This design comes from an exercise in tuning for small area, a short achievable clock period and few clock cycles on the open sky130 flow, not from production work. No functional check of the RTL was part of this run. Power figures rest on the tool's default switching activity, not on a simulated workload.

[design/flow/run.sh]
#!/bin/bash
# synth_recipe.tcl (not shown) runs the flow's synth.tcl, then flattens the netlist and writes it again
# the make line also repeats each setting of config.mk as NAME=value (left out here)
make -C /OpenROAD-flow-scripts/flow DESIGN_CONFIG=/design/flow/config.mk WORK_HOME=/design/flow/orfs CLKGATE_MAP_FILE= SYNTH_SCRIPT=/design/flow/synth_recipe.tcl finish
[design/flow/config.mk]
export PLATFORM = sky130hd
export DESIGN_NAME = qser
export DESIGN_NICKNAME = qser
export VERILOG_FILES = /design/flow/design.v
export SDC_FILE = /design/flow/constraint.sdc
export NUM_CORES = 4
export LEC_CHECK = 0
export CAP_MARGIN = 20
export CORE_MARGIN = 2
export CORE_UTILIZATION = 55
export SETUP_SLACK_MARGIN = 5
export SLEW_MARGIN = 20
[design/flow/constraint.sdc]
create_clock -name core_clock -period 10.0 [get_ports {clk}]
set_input_delay 2.0000 -clock core_clock [delete_from_list [all_inputs] [get_ports {clk}]]
set_output_delay 2.0000 -clock core_clock [all_outputs]
set_load 0.01 [all_outputs]
[design/flow/design.v]
module qser (
    input  wire        clk,
    input  wire        rst,
    input  wire        req_valid,
    output wire        req_ready,
    input  wire [3:0]  req_op,
    input  wire [1:0]  req_gain,
    input  wire [1:0]  req_pol,
    input  wire [1:0]  req_addr,
    input  wire [1:0]  req_param,
    input  wire [31:0] req_a0,
    input  wire [31:0] req_a1,
    input  wire [31:0] req_a2,
    input  wire [31:0] req_a3,
    input  wire [31:0] req_a4,
    input  wire [15:0] req_r0,
    input  wire [15:0] req_r1,
    output wire        tx_valid,
    output wire [7:0]  tx_data,
    input  wire        tx_ready,
    output wire        rsp_valid,
    output wire [2:0]  rsp_kind,
    output wire [3:0]  rsp_reason
);
    localparam integer S   = 3;          
    localparam integer FQD = 4;          
    localparam [3:0] OP_DAC_INIT  = 4'h3;
    localparam [3:0] OP_DAC_WRITE = 4'h4;
    localparam [3:0] OP_DDS_TONE  = 4'h5;
    localparam [3:0] OP_DDS_RAMP  = 4'h6;
    localparam [3:0] OP_DDS_LOAD  = 4'h7;
    localparam [3:0] OP_DDS_RESET = 4'h8;
    localparam [3:0] OP_DDS_ROFF  = 4'h9;
    localparam [31:0] PHASE_FS  = 32'd360000;
    localparam [31:0] PHASE_OFS = 32'd2160000000;   
    localparam [31:0] REF_MIN   = 32'd2000000;
    localparam [31:0] REF_MAX   = 32'd3000000;
    localparam [2:0] RS_S0 = 3'd0, RS_S1 = 3'd1, RS_S2 = 3'd2, RS_S3 = 3'd3, RS_S4 = 3'd4,
                     RS_S5 = 3'd5, RS_S6 = 3'd6, RS_JOB = 3'd7;
    localparam [1:0] J_NORM  = 2'd0;
    localparam [1:0] J_PHASE = 2'd1;
    localparam [1:0] J_DAC   = 2'd2;
    reg        r_v;
    reg        rdy_q;
    reg [2:0]  r_st;
    reg [3:0]  r_op;
    reg [1:0]  r_gain, r_pol, r_addr, r_param;
    reg [31:0] r_a0, r_a1, r_a2, r_a3, r_a4;
    reg [15:0] r_r0, r_r1;
    reg [2:0]  r_job;
    reg [31:0] r_sp;                     
    reg        f_a, f_b, f_c, f_d, f_z;   
    reg        f_ref, f_ovf;             
    reg        rsp_v_q;
    reg [2:0]  rsp_k_q;
    reg [3:0]  rsp_r_q;
    reg [2:0]  fq_op [0:FQD-1];
    reg [1:0]  fq_f1 [0:FQD-1];
    reg [1:0]  fq_f2 [0:FQD-1];
    reg [1:0]  fq_rd, fq_wr;
    reg [2:0]  fq_cnt;
    wire       fq_space = (fq_cnt != FQD);
    wire [31:0] ramp_fs = (r_param == 2'd1) ? PHASE_FS : r_a4;
    wire        dac_g2  = (r_gain == 2'd2);
    wire        dac_bip = r_pol[0];
    wire [33:0] sp_sx   = {{2{r_sp[31]}}, r_sp};
    wire [33:0] a0_sx   = {{2{r_a0[31]}}, r_a0};
    wire [33:0] dac_v   = dac_g2 ? sp_sx : a0_sx;
    wire [33:0] dac_fs  = dac_g2 ? {r_a3, 2'b00} :
                          (r_gain == 2'd1) ? {r_a1, 2'b00} : {1'b0, r_a1, 1'b0};
    localparam integer A_A1A0 = 0, A_A4A3 = 1, A_A2OF = 2, A_FSA1 = 3, A_SPA3 = 4,
                       A_SPA2 = 5, A_5A0  = 6, A_5SP  = 7, A_5A1  = 8, A_27A1 = 9,
                       A_FSV  = 10, A_N   = 11;
    reg [11:0] ak;
    wire [33:0] pa = ({34{ak[A_A1A0] | ak[A_5A1]}} & {2'd0, r_a1})
                   | ({34{ak[A_A4A3]}}             & {2'd0, r_a4})
                   | ({34{ak[A_A2OF]}}             & {2'd0, r_a2})
                   | ({34{ak[A_FSA1]}}             & {2'd0, ramp_fs})
                   | ({34{ak[A_SPA3] | ak[A_SPA2]}} & {2'd0, r_sp})
                   | ({34{ak[A_5A0]}}              & a0_sx)
                   | ({34{ak[A_5SP]}}              & sp_sx)
                   | ({34{ak[A_27A1]}}             & {r_a1[28:0], 5'd0})
                   | ({34{ak[A_FSV]}}              & dac_fs)
                   | ({34{ak[A_N]}}                & dac_v);
    wire [33:0] qa = ({34{ak[A_A1A0]}}             & {2'd0, r_a0})
                   | ({34{ak[A_A4A3] | ak[A_SPA3] | ak[A_27A1]}} & {2'd0, r_a3})
                   | ({34{ak[A_A2OF] & r_a2[31]}}  & {2'd0, PHASE_OFS})
                   | ({34{ak[A_FSA1]}}             & {2'd0, r_a1})
                   | ({34{ak[A_SPA2]}}             & {2'd0, r_a2})
                   | ({34{ak[A_5A0]}}              & {a0_sx[31:0], 2'b00})
                   | ({34{ak[A_5SP]}}              & {sp_sx[31:0], 2'b00})
                   | ({34{ak[A_5A1]}}              & {r_a1, 2'b00})
                   | ({34{ak[A_FSV]}}              & dac_v)
                   | ({34{ak[A_N] & dac_bip}}      & dac_fs);
    wire        ia = ak[A_A1A0] | ak[A_A4A3] | ak[A_FSA1] | ak[A_SPA3] | ak[A_SPA2] |
                     ak[A_27A1] | ak[A_FSV];
    wire [33:0] ya;
    qadd #(34) u_alu_a (.a(pa), .b(qa ^ {34{ia}}), .cin(ia), .s(ya), .cout());
    reg [2:0] dk;
    reg [3:0] dr;
    reg       d_now;      
    always @(*) begin
        dk = 3'd0; dr = 4'd0; d_now = 1'b0;
        case (r_op)
            OP_DAC_INIT: begin
                d_now = 1'b1;
                if (r_gain == 2'd3)      begin dk = 3'd4; dr = 4'd1; end
                else if (r_pol[1])       begin dk = 3'd5; dr = 4'd2; end
            end
            OP_DAC_WRITE: begin
                d_now = (r_st == RS_S6);
                if (r_addr == 2'd3)      begin dk = 3'd5; dr = 4'd3; end
                else if (r_gain == 2'd3) begin dk = 3'd4; dr = 4'd1; end
                else if (r_pol[1])       begin dk = 3'd5; dr = 4'd2; end
                else if (f_ref)          begin dk = 3'd1; dr = 4'd2; end
                else if (f_ovf || f_c || f_d) begin dk = 3'd1; dr = 4'd1; end
            end
            OP_DDS_TONE: begin
                d_now = (r_st == RS_S2);
                if (r_a1 == 32'd0 || r_a4 == 32'd0) begin dk = 3'd1; dr = 4'd2; end
                else if (f_a || f_b)     begin dk = 3'd1; dr = 4'd1; end
            end
            OP_DDS_RAMP: begin
                d_now = (r_st == RS_S4);
                if (r_param == 2'd3)     begin dk = 3'd5; dr = 4'd4; end
                else if (f_a || f_z)     begin dk = 3'd2; dr = 4'd1; end
                else if (f_c)            begin dk = 3'd2; dr = 4'd2; end
                else if (f_d)            begin dk = 3'd2; dr = 4'd3; end
                else if (r_param != 2'd1 && r_a4 == 32'd0) begin dk = 3'd1; dr = 4'd2; end
                else if (f_b)            begin dk = 3'd1; dr = 4'd1; end
            end
            OP_DDS_LOAD, OP_DDS_RESET, OP_DDS_ROFF: d_now = 1'b1;
            default: begin d_now = 1'b1; dk = 3'd6; dr = 4'd0; end
        endcase
    end
    reg [5:0]  jn_sel;      
    reg [3:0]  jd_sel;      
    reg [1:0]  jkind;
    reg [1:0]  jw;          
    reg        jlast;
    wire [31:0] jn = ({32{jn_sel[0]}} & r_a0) | ({32{jn_sel[1]}} & r_a1) |
                     ({32{jn_sel[2]}} & r_a2) | ({32{jn_sel[3]}} & r_a3) |
                     ({32{jn_sel[4]}} & {16'd0, r_r0}) | ({32{jn_sel[5]}} & {16'd0, r_r1});
    wire [31:0] jd = ({32{jd_sel[0]}} & r_a1) | ({32{jd_sel[1]}} & r_a4) |
                     ({32{jd_sel[2]}} & PHASE_FS) | ({32{jd_sel[3]}} & 32'd65536);
    reg [5:0] jn_sel_nx;
    reg [3:0] jd_sel_nx;
    reg [1:0] jkind_nx, jw_nx;
    reg       jlast_nx;
    reg [3:0] jop;
    reg [1:0] jpar;
    reg [2:0] jjob;
    always @(*) begin
        jn_sel_nx = 6'b000001; jd_sel_nx = 4'b0001; jkind_nx = J_NORM; jw_nx = 2'd0; jlast_nx = 1'b1;
        case (jop)
            OP_DAC_WRITE: begin
                jkind_nx = J_DAC; jw_nx = 2'd1;
            end
            OP_DDS_TONE: begin
                jlast_nx = (jjob == 3'd2);
                case (jjob)
                    3'd0:    begin jn_sel_nx = 6'b000001; jd_sel_nx = 4'b0001; jw_nx = 2'd0; end
                    3'd1:    begin jn_sel_nx = 6'b000100; jd_sel_nx = 4'b0100; jkind_nx = J_PHASE; jw_nx = 2'd1; end
                    default: begin jn_sel_nx = 6'b001000; jd_sel_nx = 4'b0010; jw_nx = 2'd2; end
                endcase
            end
            default: begin   
                jlast_nx  = (jjob == 3'd5);
                jd_sel_nx = (jpar == 2'd1) ? 4'b0100 : 4'b0010;
                jw_nx     = (jpar == 2'd0) ? 2'd2 : (jpar == 2'd1) ? 2'd1 : 2'd0;
                case (jjob)
                    3'd0:    jn_sel_nx = 6'b000001;
                    3'd1:    jn_sel_nx = 6'b000010;
                    3'd2:    jn_sel_nx = 6'b000100;
                    3'd3:    jn_sel_nx = 6'b001000;
                    3'd4:    begin jn_sel_nx = 6'b010000; jd_sel_nx = 4'b1000; jw_nx = 2'd1; end
                    default: begin jn_sel_nx = 6'b100000; jd_sel_nx = 4'b1000; jw_nx = 2'd1; end
                endcase
            end
        endcase
    end
    reg [3:0]  j_steps;
    reg [31:0] j_rem;
    reg [15:0] j_nlo;
    reg [2:0]  j_mask;
    always @(*) begin
        if (jkind == J_PHASE) begin
            j_steps = 4'd10; j_rem = jn >> 14; j_nlo = {jn[13:0], 2'b00}; j_mask = 3'b000;
        end else if (jw == 2'd1) begin
            j_steps = 4'd6;  j_rem = jn >> 2;  j_nlo = {jn[1:0], 14'd0};  j_mask = 3'b001;
        end else if (jw == 2'd0) begin
            j_steps = 4'd5;  j_rem = jn >> 1;  j_nlo = {jn[0], 15'd0};    j_mask = 3'b011;
        end else begin
            j_steps = 4'd11; j_rem = jn >> 1;  j_nlo = {jn[0], 15'd0};    j_mask = 3'b011;
        end
    end
    reg        dv_busy;     
    reg        dv_first;    
    reg        dv_done;     
    reg [3:0]  dv_cnt;
    reg [1:0]  dv_kind;
    reg        dv_sat;
    reg [2:0]  dv_mask;
    reg [31:0] rem;
    reg [15:0] nlo;
    reg [31:0] m1;          
    reg [33:0] m3;          
    reg [39:0] bcd;
    wire [34:0] x   = {rem, nlo[15:13]};
    wire [34:0] md2 = {2'd0, m1, 1'b0};
    wire [34:0] md4 = {1'd0, m1, 2'b0};
    wire [34:0] md6 = {m3, 1'b0};
    wire [34:0] y2, y4, y6;
    wire        c2, c4, c6;
    qadd #(35) u_s2 (.a(x), .b(~md2), .cin(1'b1), .s(y2), .cout(c2));
    qadd #(35) u_s4 (.a(x), .b(~md4), .cin(1'b1), .s(y4), .cout(c4));
    qadd #(35) u_s6 (.a(x), .b(~md6), .cin(1'b1), .s(y6), .cout(c6));
    wire [1:0]  qh = {c4, c6 | (c2 & ~c4)};
    wire [32:0] x1 = ({33{~c2}}      & x[32:0])  | ({33{c2 & ~c4}} & y2[32:0]) |
                     ({33{c4 & ~c6}} & y4[32:0]) | ({33{c6}}       & y6[32:0]);    
    wire [32:0] y1;
    wire        c1;
    qadd #(33) u_s1 (.a(x1), .b(~{1'b0, m1}), .cin(1'b1), .s(y1), .cout(c1));
    wire [2:0]  qd     = {qh, c1};
    wire [31:0] rem_nx = c1 ? y1[31:0] : x1[31:0];
    wire [2:0] qbits = (dv_sat ? 3'b111 : qd) & dv_mask;
    function [39:0] dd_adj(input [39:0] b);
        integer t;
        reg [3:0] d;
        begin
            for (t = 0; t < 10; t = t + 1) begin
                d = b[4*t +: 4];
                dd_adj[4*t+3] = d[3] | (d[2] & (d[1] | d[0]));
                dd_adj[4*t+2] = (d[3] & d[0]) | (d[2] & ~d[1] & ~d[0]);
                dd_adj[4*t+1] = (d[3] & ~d[0]) | (~d[2] & d[1]) | (d[1] & d[0]);
                dd_adj[4*t+0] = (~d[3] & ~d[2] & d[0]) | (d[2] & d[1] & ~d[0]) | (d[3] & ~d[0]);
            end
        end
    endfunction
    wire [39:0] bcd_src = dv_first ? 40'd0 : bcd;
    wire [39:0] bcd_a0  = dd_adj(bcd_src);
    wire [39:0] bcd_s1  = {bcd_a0[38:0], qbits[2]};
    wire [39:0] bcd_a1  = dd_adj(bcd_s1);
    wire [39:0] bcd_s2  = {bcd_a1[38:0], qbits[1]};
    wire [39:0] bcd_a2  = dd_adj(bcd_s2);
    wire [39:0] bcd_nx  = {bcd_a2[38:0], qbits[0]};
    reg [2:0] mask_nx;
    always @(*) begin
        mask_nx = 3'b111;
        if (dv_kind == J_PHASE) begin
            if (dv_cnt > 4'd7)       mask_nx = 3'b000;
            else if (dv_cnt == 4'd7) mask_nx = 3'b001;
        end else if (dv_kind == J_DAC && dv_cnt == 4'd2) begin
            mask_nx = 3'b100;
        end
    end
    reg [39:0] fe0, fe1;
    reg [3:0]  ft0, ft1;
    reg [1:0]  fe_cnt;
    wire       fe_space = (fe_cnt != 2'd2);
    reg [3:0] bcd_top;
    integer q;
    always @(*) begin
        bcd_top = 4'd0;
        for (q = 1; q < 10; q = q + 1)
            if (bcd[4*q +: 4] != 4'd0) bcd_top = q;
    end
    wire [33:0] jd3;
    qadd #(34) u_m3 (.a({2'd0, jd}), .b({1'd0, jd, 1'b0}), .cin(1'b0), .s(jd3), .cout());
    wire fe_push = dv_done && fe_space;
    wire dv_step = dv_busy && !(dv_first && dv_done && !fe_space);
    wire dv_last = dv_step && (dv_cnt == 4'd1);
    wire dv_free = !dv_busy || dv_last;
    wire dv_take = dv_free && r_v && (r_st == RS_JOB);
    reg        ob_v, sk_v;
    reg [7:0]  ob_d, sk_d;
    reg [4:0]  g_pos;
    reg        g_in;
    reg [3:0]  g_dig;
    wire [2:0] h_op = fq_op[fq_rd];
    wire [1:0] h_f1 = fq_f1[fq_rd];
    wire [1:0] h_f2 = fq_f2[fq_rd];
    localparam [2:0] F_INIT = 3'd0, F_WRITE = 3'd1, F_TONE = 3'd2, F_RAMP = 3'd3,
                     F_LOAD = 3'd4, F_RESET = 3'd5, F_ROFF = 3'd6;
    reg [7:0] c_pol, c_gain, c_addr, c_param;
    always @(*) begin
        c_pol   = h_f1[0] ? "b" : "u";
        c_gain  = (h_f2 == 2'd0) ? "1" : (h_f2 == 2'd1) ? "2" : "3";
        c_addr  = (h_f1 == 2'd0) ? "a" : (h_f1 == 2'd1) ? "b" : "c";
        c_param = (h_f1 == 2'd0) ? "f" : (h_f1 == 2'd1) ? "p" : "a";
    end
    reg       t_fld, t_last;
    reg [7:0] t_byte;
    always @(*) begin
        t_fld = 1'b0; t_last = 1'b0; t_byte = "!";
        case (h_op)
            F_INIT:
                case (g_pos)
                    5'd0: t_byte = "D";
                    5'd1: t_byte = "s";
                    5'd2: t_byte = c_pol;
                    5'd3: t_byte = c_gain;
                    default: t_last = 1'b1;
                endcase
            F_WRITE:
                case (g_pos)
                    5'd0: t_byte = "D";
                    5'd1: t_byte = "w";
                    5'd2: t_byte = c_addr;
                    5'd3: t_fld  = 1'b1;
                    default: t_last = 1'b1;
                endcase
            F_TONE:
                case (g_pos)
                    5'd0: t_byte = "d";
                    5'd1: t_byte = "p";
                    5'd2, 5'd4, 5'd6: t_fld = 1'b1;
                    5'd3, 5'd5: t_byte = ",";
                    default: t_last = 1'b1;
                endcase
            F_RAMP:
                case (g_pos)
                    5'd0, 5'd5: t_byte = "d";
                    5'd1, 5'd6: t_byte = "o";
                    5'd2: t_byte = "s";
                    5'd3, 5'd8: t_byte = c_param;
                    5'd4: t_byte = "!";
                    5'd7: t_byte = "p";
                    5'd9, 5'd11, 5'd13, 5'd15, 5'd17, 5'd19: t_fld = 1'b1;
                    5'd10, 5'd12, 5'd14, 5'd16, 5'd18: t_byte = ",";
                    default: t_last = 1'b1;
                endcase
            F_LOAD:
                case (g_pos)
                    5'd0: t_byte = "d";
                    5'd1: t_byte = "l";
                    default: t_last = 1'b1;
                endcase
            F_RESET:
                case (g_pos)
                    5'd0: t_byte = "d";
                    5'd1: t_byte = "r";
                    default: t_last = 1'b1;
                endcase
            default:
                case (g_pos)
                    5'd0: t_byte = "d";
                    5'd1: t_byte = "o";
                    5'd2: t_byte = "x";
                    default: t_last = 1'b1;
                endcase
        endcase
    end
    wire [3:0] g_sel   = g_in ? g_dig : ft0;
    wire [3:0] g_digit = fe0[4*g_sel +: 4];
    wire g_can    = !sk_v && (fq_cnt != 3'd0);
    wire g_fld_ok = (fe_cnt != 2'd0);
    wire g_push   = g_can && (!t_fld || g_fld_ok);
    wire [7:0] g_byte = t_fld ? {4'h3, g_digit} : t_byte;
    wire fe_pop   = g_can && t_fld && g_fld_ok && (g_sel == 4'd0);
    wire fq_pop   = g_can && !t_fld && t_last;
    wire accept  = req_valid && rdy_q;
    wire decide  = r_v && (r_st != RS_JOB) && d_now && fq_space;
    reg [2:0] st_nx;
    always @(*) begin
        st_nx = r_st;
        if (rdy_q)
            st_nx = RS_S0;
        else if (decide)
            st_nx = RS_JOB;
        else if (r_v && r_st != RS_JOB && !d_now)
            st_nx = (r_op == OP_DAC_WRITE && r_st == RS_S0 && !dac_g2) ? RS_S4 : r_st + 3'd1;
    end
    wire [3:0] op_nx = rdy_q ? req_op : r_op;
    always @(*) begin
        jop  = op_nx;
        jpar = rdy_q ? req_param : r_param;
        jjob = rdy_q ? 3'd0 : (dv_take ? r_job + 3'd1 : r_job);
    end
    reg [11:0] ak_nx;
    always @(*) begin
        ak_nx = 12'd0;
        case (op_nx)
            OP_DDS_TONE:
                case (st_nx)
                    RS_S0: ak_nx[A_A1A0] = 1'b1;
                    RS_S1: ak_nx[A_A4A3] = 1'b1;
                    RS_S2: ak_nx[A_A2OF] = 1'b1;
                    default: ;
                endcase
            OP_DDS_RAMP:
                case (st_nx)
                    RS_S0: ak_nx[A_A1A0] = 1'b1;
                    RS_S1: ak_nx[A_FSA1] = 1'b1;
                    RS_S2: ak_nx[A_SPA3] = 1'b1;
                    RS_S3: ak_nx[A_SPA2] = 1'b1;
                    default: ;
                endcase
            OP_DAC_WRITE:
                case (st_nx)
                    RS_S0: ak_nx[A_5A0]  = 1'b1;
                    RS_S1: ak_nx[A_5SP]  = 1'b1;
                    RS_S2: ak_nx[A_5A1]  = 1'b1;
                    RS_S3: ak_nx[A_27A1] = 1'b1;
                    RS_S4: ak_nx[A_FSV]  = 1'b1;
                    RS_S5: ak_nx[A_N]    = 1'b1;
                    default: ;
                endcase
            default: ;
        endcase
    end
    wire has_job = (r_op == OP_DAC_WRITE) || (r_op == OP_DDS_TONE) || (r_op == OP_DDS_RAMP);
    wire fq_push = decide && (dk == 3'd0);
    wire r_free  = (decide && (dk != 3'd0 || !has_job)) || (dv_take && jlast);
    reg [2:0] fq_new_op;
    always @(*) begin
        case (r_op)
            OP_DAC_INIT:  fq_new_op = F_INIT;
            OP_DAC_WRITE: fq_new_op = F_WRITE;
            OP_DDS_TONE:  fq_new_op = F_TONE;
            OP_DDS_RAMP:  fq_new_op = F_RAMP;
            OP_DDS_LOAD:  fq_new_op = F_LOAD;
            OP_DDS_RESET: fq_new_op = F_RESET;
            default:      fq_new_op = F_ROFF;
        endcase
    end
    wire [1:0] fq_new_f1 = (r_op == OP_DAC_INIT) ? r_pol : (r_op == OP_DAC_WRITE) ? r_addr : r_param;
    always @(posedge clk) begin
        if (rst) begin
            r_v     <= 1'b0;
            rdy_q   <= 1'b1;
            rsp_v_q <= 1'b0;
            fq_rd   <= 2'd0;
            fq_wr   <= 2'd0;
            fq_cnt  <= 3'd0;
            dv_busy <= 1'b0;
            dv_done <= 1'b0;
            fe_cnt  <= 2'd0;
            ob_v    <= 1'b0;
            sk_v    <= 1'b0;
            g_pos   <= 5'd0;
            g_in    <= 1'b0;
        end else begin
            rsp_v_q <= decide;
            if (decide) begin
                rsp_k_q <= dk;
                rsp_r_q <= dr;
            end
            r_st   <= st_nx;
            ak     <= ak_nx;
            jn_sel <= jn_sel_nx;
            jd_sel <= jd_sel_nx;
            jkind  <= jkind_nx;
            jw     <= jw_nx;
            jlast  <= jlast_nx;
            f_z  <= (r_sp == 32'd0);
            if (rdy_q) begin
                r_job   <= 3'd0;
                r_op    <= req_op;
                r_gain  <= req_gain;
                r_pol   <= req_pol;
                r_addr  <= req_addr;
                r_param <= req_param;
                r_a0    <= req_a0;
                r_a1    <= req_a1;
                r_a2    <= req_a2;
                r_a3    <= req_a3;
                r_a4    <= req_a4;
                r_r0    <= req_r0;
                r_r1    <= req_r1;
            end
            if (accept) begin
                r_v     <= 1'b1;
                rdy_q   <= 1'b0;
            end else if (!rdy_q) begin
                if (r_free) begin
                    r_v   <= 1'b0;
                    rdy_q <= 1'b1;
                end
                if (dv_take)
                    r_job <= r_job + 3'd1;
                if (r_v) begin
                    case (r_op)
                        OP_DDS_TONE:
                            if (r_st == RS_S0) f_a <= ya[33];
                            else if (r_st == RS_S1) f_b <= ya[33];
                            else if (decide) r_a2 <= ya[31:0];
                        OP_DDS_RAMP:
                            case (r_st)
                                RS_S0: begin
                                    r_sp <= ya[31:0];
                                    f_a  <= ya[33];
                                end
                                RS_S1: f_b <= ya[33];
                                RS_S2: f_c <= ya[33];
                                RS_S3: f_d <= ya[33];
                                default: ;
                            endcase
                        OP_DAC_WRITE:
                            case (r_st)
                                RS_S0: begin
                                    r_sp  <= ya[31:0];
                                    f_ref <= (r_a1 < REF_MIN) || (r_a1 > REF_MAX);
                                    f_ovf <= (r_a0[31:25] != {7{r_a0[31]}});
                                end
                                RS_S1: r_sp <= ya[31:0];
                                RS_S2: r_a3 <= ya[31:0];
                                RS_S3: r_a3 <= ya[31:0];
                                RS_S4: f_d  <= ya[33];
                                RS_S5: begin
                                    f_c  <= ya[33];
                                    r_a0 <= ya[31:0];
                                    r_a1 <= dac_bip ? dac_fs[32:1] << 2 : dac_fs[31:0];
                                end
                                default: ;
                            endcase
                        default: ;
                    endcase
                end
            end
            if (fq_push) begin
                fq_op[fq_wr] <= fq_new_op;
                fq_f1[fq_wr] <= fq_new_f1;
                fq_f2[fq_wr] <= r_gain;
                fq_wr <= fq_wr + 2'd1;
            end
            if (fq_pop) fq_rd <= fq_rd + 2'd1;
            fq_cnt <= fq_cnt + (fq_push ? 3'd1 : 3'd0) - (fq_pop ? 3'd1 : 3'd0);
            if (dv_step) begin
                dv_cnt   <= dv_cnt - 4'd1;
                dv_first <= 1'b0;
                dv_mask  <= mask_nx;
                rem      <= rem_nx;
                nlo      <= nlo << 3;
                bcd      <= bcd_nx;
            end
            if (fe_push) dv_done <= 1'b0;
            if (dv_last) begin
                dv_busy <= 1'b0;
                dv_done <= 1'b1;
            end
            if (dv_take) begin
                dv_busy  <= 1'b1;
                dv_first <= 1'b1;
                dv_cnt   <= j_steps;
                dv_kind  <= jkind;
                dv_sat   <= (jkind != J_PHASE) && (jn == jd);
                dv_mask  <= j_mask;
                rem      <= j_rem;
                nlo      <= j_nlo;
                m1       <= jd;
                m3       <= jd3;
            end
            if (fe_pop) begin
                fe0 <= fe1;
                ft0 <= ft1;
            end
            if (fe_push) begin
                if (fe_cnt == 2'd0 || (fe_cnt == 2'd1 && fe_pop)) begin
                    fe0 <= bcd;
                    ft0 <= bcd_top;
                end else begin
                    fe1 <= bcd;
                    ft1 <= bcd_top;
                end
            end
            fe_cnt <= fe_cnt + (fe_push ? 2'd1 : 2'd0) - (fe_pop ? 2'd1 : 2'd0);
            if (g_push) begin
                if (t_fld) begin
                    if (g_sel == 4'd0) begin
                        g_in  <= 1'b0;
                        g_pos <= g_pos + 5'd1;
                    end else begin
                        g_in  <= 1'b1;
                        g_dig <= g_sel - 4'd1;
                    end
                end else if (t_last) begin
                    g_pos <= 5'd0;
                end else begin
                    g_pos <= g_pos + 5'd1;
                end
            end
            if (ob_v && tx_ready) begin
                if (sk_v) begin
                    ob_d <= sk_d;
                    sk_v <= 1'b0;
                end else if (g_push) begin
                    ob_d <= g_byte;
                end else begin
                    ob_v <= 1'b0;
                end
            end else if (!ob_v) begin
                if (g_push) begin
                    ob_v <= 1'b1;
                    ob_d <= g_byte;
                end
            end else if (g_push) begin
                sk_v <= 1'b1;
                sk_d <= g_byte;
            end
        end
    end
    assign req_ready  = rdy_q;
    assign tx_valid   = ob_v;
    assign tx_data    = ob_d;
    assign rsp_valid  = rsp_v_q;
    assign rsp_kind   = rsp_k_q;
    assign rsp_reason = rsp_r_q;
endmodule
module qadd #(parameter integer W = 32) (
    input  wire [W-1:0] a,
    input  wire [W-1:0] b,
    input  wire         cin,
    output wire [W-1:0] s,
    output wire         cout
);
    localparam integer NB = (W + 1) / 2;
    localparam integer L  = (NB <= 2) ? 1 : (NB <= 4) ? 2 : (NB <= 8) ? 3 : (NB <= 16) ? 4 : 5;
    wire [W-1:0] p  = a ^ b;
    wire [W-1:0] g0 = a & b;
    wire [W-1:0] g  = {g0[W-1:1], g0[0] | (p[0] & cin)};
    wire [W-1:0] ig, ip;
    genvar i, l, k;
    generate
        for (i = 0; i < W; i = i + 1) begin : grp
            if (i % 2 == 0) begin : first
                assign ig[i] = g[i];
                assign ip[i] = p[i];
            end else begin : rest
                assign ig[i] = g[i] | (p[i] & ig[i-1]);
                assign ip[i] = p[i] & ip[i-1];
            end
        end
    endgenerate
    wire [NB-1:0] kg [0:L];
    wire [NB-1:0] kp [0:L];
    generate
        for (k = 0; k < NB; k = k + 1) begin : blk
            assign kg[0][k] = ig[(2*k+1 < W) ? 2*k+1 : W-1];
            assign kp[0][k] = ip[(2*k+1 < W) ? 2*k+1 : W-1];
        end
        for (l = 0; l < L; l = l + 1) begin : lvl
            for (k = 0; k < NB; k = k + 1) begin : node
                if (k >= (1 << l)) begin : comb
                    assign kg[l+1][k] = kg[l][k] | (kp[l][k] & kg[l][k - (1 << l)]);
                    assign kp[l+1][k] = kp[l][k] & kp[l][k - (1 << l)];
                end else begin : pass
                    assign kg[l+1][k] = kg[l][k];
                    assign kp[l+1][k] = kp[l][k];
                end
            end
        end
    endgenerate
    wire [W:0] c;
    assign c[0] = cin;
    generate
        for (i = 1; i <= W; i = i + 1) begin : car
            if (i % 2 == 0) begin : edge_c
                assign c[i] = kg[L][i/2 - 1];
            end else if (i < 2) begin : low
                assign c[i] = ig[i-1];
            end else begin : mid
                assign c[i] = ig[i-1] | (ip[i-1] & kg[L][i/2 - 1]);
            end
        end
    endgenerate
    assign s    = p ^ c[W-1:0];
    assign cout = c[W];
endmodule
==> results.json <==
{
  "status": "timing/DRC/antenna clean",
  "finalSetupViolCount": 0,
  "multi_input_area_um2": 25070,
  "intPower_w": 0.005102,
  "power.density_nw_per_um2": 142.1,
  "synth_area_um2": 43830,
  "core_area_um2": 79000,
  "num_vias": 39420,
  "tightestPinTransition_ns": 1.095,
  "min_path_type": "flop to flop",
  "port_buffers": 224,
  "ys_top_cells_by_count": "edfxtp_1 (579), nand2_1 (461), a21oi_1 (349)",
  "synth_edf_count": 579,
  "wl_um": 154500,
  "grt_pass1_wl_um": 227500,
  "tns_ns": 0,
  "syn-instance-count": 4530,
  "clock_skew_ns": 0.02692,
  "drive_gt1_share_pct": 12.21,
  "relSlewSlack_pct": 26.34,
  "synth-main-ff-cell": "edfxtp_1",
  "cts_tree": "built",
  "timing.max_cap.violations": 0,
  "dr.pass1.iters": 8,
  "yosysMostFrequentCell": "edfxtp_1",
  "crit_path_frequent_cell": "a21o_1",
  "synth_top_cell_area_share_pct": 39.67,
  "initial_core_util_pct": 55.48,
  "drt_iter0_drc": 5844,
  "synth.avg_cell_area_um2": 9.675,
  "drc": 0,
  "vdd_drop_max_uv": 136.8,
  "hold_violations": 0,
  "crit_type": "flop to flop",
  "row_count": 103,
  "slowest_stage": "edfxtp_1",
  "grt-ovfl-total": 0,
  "yosysWarningCount": 4,
  "p_sw_w": 0.002265,
  "die_y_um": 286.3,
  "slowest_delay_ns": 0.48,
  "period_share_pct": 62.12,
  "grt_antenna_before_repair": 4,
  "synth_seq_area_share_pct": 40.77,
  "power_frac_clock_pct": 34.3,
  "worstPathMaxFanout": 4,
  "cts_max_level": 3,
  "die_area_um2": 81960,
  "viasPerCell": 6.739,
  "synthDistinctLibCells": 98,
  "regArea_um2": 17870,
  "place.gp.congestion": 1.005,
  "synth_largest_area_cell": "edfxtp_1",
  "rsz0062_at_grt": "yes",
  "clockBufferDepth": 3,
  "maxSlewViolCount": 0,
  "cellLeakagePower_nw": 19.95,
  "max_freq_mhz": 161.0,
  "grt_start_max_net_pins": 122,
  "switching_share_pct": 30.75,
  "cp-start-kind": "flop",
  "grt_pass1_vias": 36560,
  "pwr-share-seq_pct": 42.6,
  "design_power_total_w": 0.007367,
  "fin_crit_ns": 6.212,
  "hold_buffers": 0,
  "worstPathArrival_ns": 6.65,
  "holdWs_ns": 0.4762,
  "fill_cells": 6421,
  "synthArstFlopShare_pct": 0,
  "synthesis.nets": 5048,
  "worstPathRequired_ns": 10.43,
  "grtUsageTotal_pct": 36.52,
  "area_growth_pct": 18.31,
  "clk_latency_ns": 0.63,
  "nets": 5263,
  "r2r_slack_ns": 3.79,
  "die_w_um": 286.3,
  "clk_pin_slew_worst_paths_ns": 0.06,
  "synth_area_leaders": "edfxtp_1 (40%), ha_1 (6.2%), fa_1 (4.2%)",
  "crit_path_end_kind": "flop",
  "post-dp-hpwl_um": 108400,
  "clock-sinks": 603,
  "final_antenna_net_count": 0,
  "cts_buffers": 67,
  "pin_count": 226,
  "cts-root-buf": "clkbuf_16",
  "avgRoutedWirePerCell_um": 26.41,
  "synth_seq_cells": 603,
  "p_comb_share_pct": 23.1
}
## per-layer routing
metal | up-vias | share of wire, % | global-route usage, %
met4 | 4 | 5.1 | 16.37
li1 | 17640 | - | -
met2 | 2625 | 41 | 51.32
met3 | 458 | 12 | 9.928
met1 | 18700 | 41 | 52.53
met5 | - | 0.039 | 0.4070
## per-stage QoR
stage                     cells  util (%)  worst slack (ns)  area (µm²)
after floorplan            4530         -             3.813       44100
after detailed placement   5560     59.44             3.562       46960
final                      5850     65.63             3.788       51850
after global placement     5559     59.41             3.648       46930
after CTS                  5800     64.59             3.979       51030
after global routing       5850     65.63             3.594       51850
## worst max-delay path, delay by kind of cell (launching register included)
| kind | cells | cell delay [ns] |
|---|---|---|
| DFF | 1 | 0.48 |
| and+or+nand+nor | 6 | 0.51 |
| buffers and inverters | 2 | 0.22 |
| adders and majority gates | 4 | 1.36 |
| xor gates and xnor gates | 1 | 0.14 |
| muxes | 1 | 0.07 |
| AOI/OAI and AO/OA | 18 | 3.24 |
## worst paths after layout
kind	startpoint	end	cells past startpoint
max reg2reg	nlo[15]	rem[28]	32
min reg2reg	jkind[1]	dv_kind[1]	0
max	nlo[15]	rem[28]	32
min	jkind[1]	dv_kind[1]	0
## logic make-up after synthesis
group	count (synthesis)	share of synthesized area, %
DFF	603	40.77
and+or+nand+nor	1226	13.05
AOI/OAI and AO/OA	1510	22.95
muxes	194	4.668
buffers and inverters	509	4.591
other	1	0.008556
xor gates and xnor gates	176	3.517
adders and majority gates	311	10.45
## flip-flops by register name, summed over array words and instances (netlist names), 12 cells and up, named ones only
register	cells
ak	12
bcd	40
fe0	40
fe1	40
fq_op	12
m1	32
m3	33
nlo	14
r_a0	32
r_a1	32
r_a2	32
r_a3	32
r_a4	32
r_r0	16
r_r1	16
r_sp	32
rem	32
## cell type report
type                            instances  share of cell area, %
Timing Repair Buffer                  455                  8.900
Clock inverter                         42                 0.8953
Multi-Input combinational cell       3420                  48.34
Tap cell                             1050                  2.534
Inverter                              198                  1.445
Antenna cell                            2               0.009653
Clock buffer                           80                  3.407
Sequential cell                       603                  34.47
## power by group through the flow
stage	combinational [W]	clock (W)	sequential, W
floorplan	0.00101	0	0.00305
global placement	0.00141	0	0.00318
detailed placement	0.00143	0	0.00318
CTS	0.00156	0.00256	0.00312
global route	0.00182	0.00265	0.00314
finish	0.00170	0.00253	0.00314
## timing repair
item | CTS | global route
endpoints found under the setup margin | 104 | 79
resized for setup | 155 | 94
pin swaps | 92 | 94
gates cloned | 13 | 2
buffers inserted | 105 | 42
## cell usage in the layout, fill, tap and decap left out, types with 21 or more instances in the layout
cell | netlist | layout
buf_4 | 6 | 171
a31oi_1 | 26 | 23
a22oi_1 | 213 | 209
o22ai_1 | 74 | 73
nand2b_1 | 45 | 42
mux2i_1 | 171 | 166
nor3_1 | 58 | 55
a222oi_1 | 30 | 30
o221ai_1 | 34 | 28
and2_1 | 30 | 28
o21ai_1 | 34 | 52
o21ai_0 | 270 | 244
o2111ai_1 | 22 | 21
a21o_1 | 93 | 93
a21oi_2 | 3 | 28
clkbuf_16 | 0 | 70
xnor2_1 | 91 | 83
a22o_1 | 30 | 30
or3_1 | 24 | 23
clkdlybuf4s50_1 | 0 | 223
dfxtp_1 | 24 | 23
a21oi_1 | 349 | 322
fa_1 | 92 | 78
nor2_1 | 279 | 264
nor4_1 | 35 | 34
a211oi_1 | 55 | 52
buf_6 | 5 | 24
edfxtp_1 | 579 | 579
nand2_1 | 461 | 450
o21a_1 | 23 | 23
inv_1 | 197 | 180
a221oi_1 | 40 | 32
ha_1 | 218 | 205
nand4_1 | 56 | 56
nand3_1 | 115 | 110
xor2_1 | 85 | 84
o211ai_1 | 45 | 45
nor2b_1 | 27 | 24
or2_2 | 21 | 21

[what the ideal ports hide]
The flow's constraints put no driver on any port. The routed layout listed below was extracted and timed again, unchanged, in two steps. Step 1 (the two cells are an assumption about what drives the block):
set clk [get_ports {clk}]
set_driving_cell -lib_cell sky130_fd_sc_hd__clkbuf_16 $clk
set_driving_cell -lib_cell sky130_fd_sc_hd__buf_2 [delete_from_list [all_inputs] $clk]
Step 2 times the ports against the registers' clock, not the clock port: input delays grow and output delays shrink by t, the midpoint of the rising clock arrivals with the driver on. Three values: no drivers, after step 1, after step 2; two values: the first two.
shift t [ns]: 0.692
slack for setup (ns): 3.788 / 3.788 / 3.788
worst slew at a driven data input, ns: 0.09
After both steps setup and hold are still met in this run. For this run, drivers alone change the setup slack by 0.000 ns; drivers and shift together by 0.000 ns.
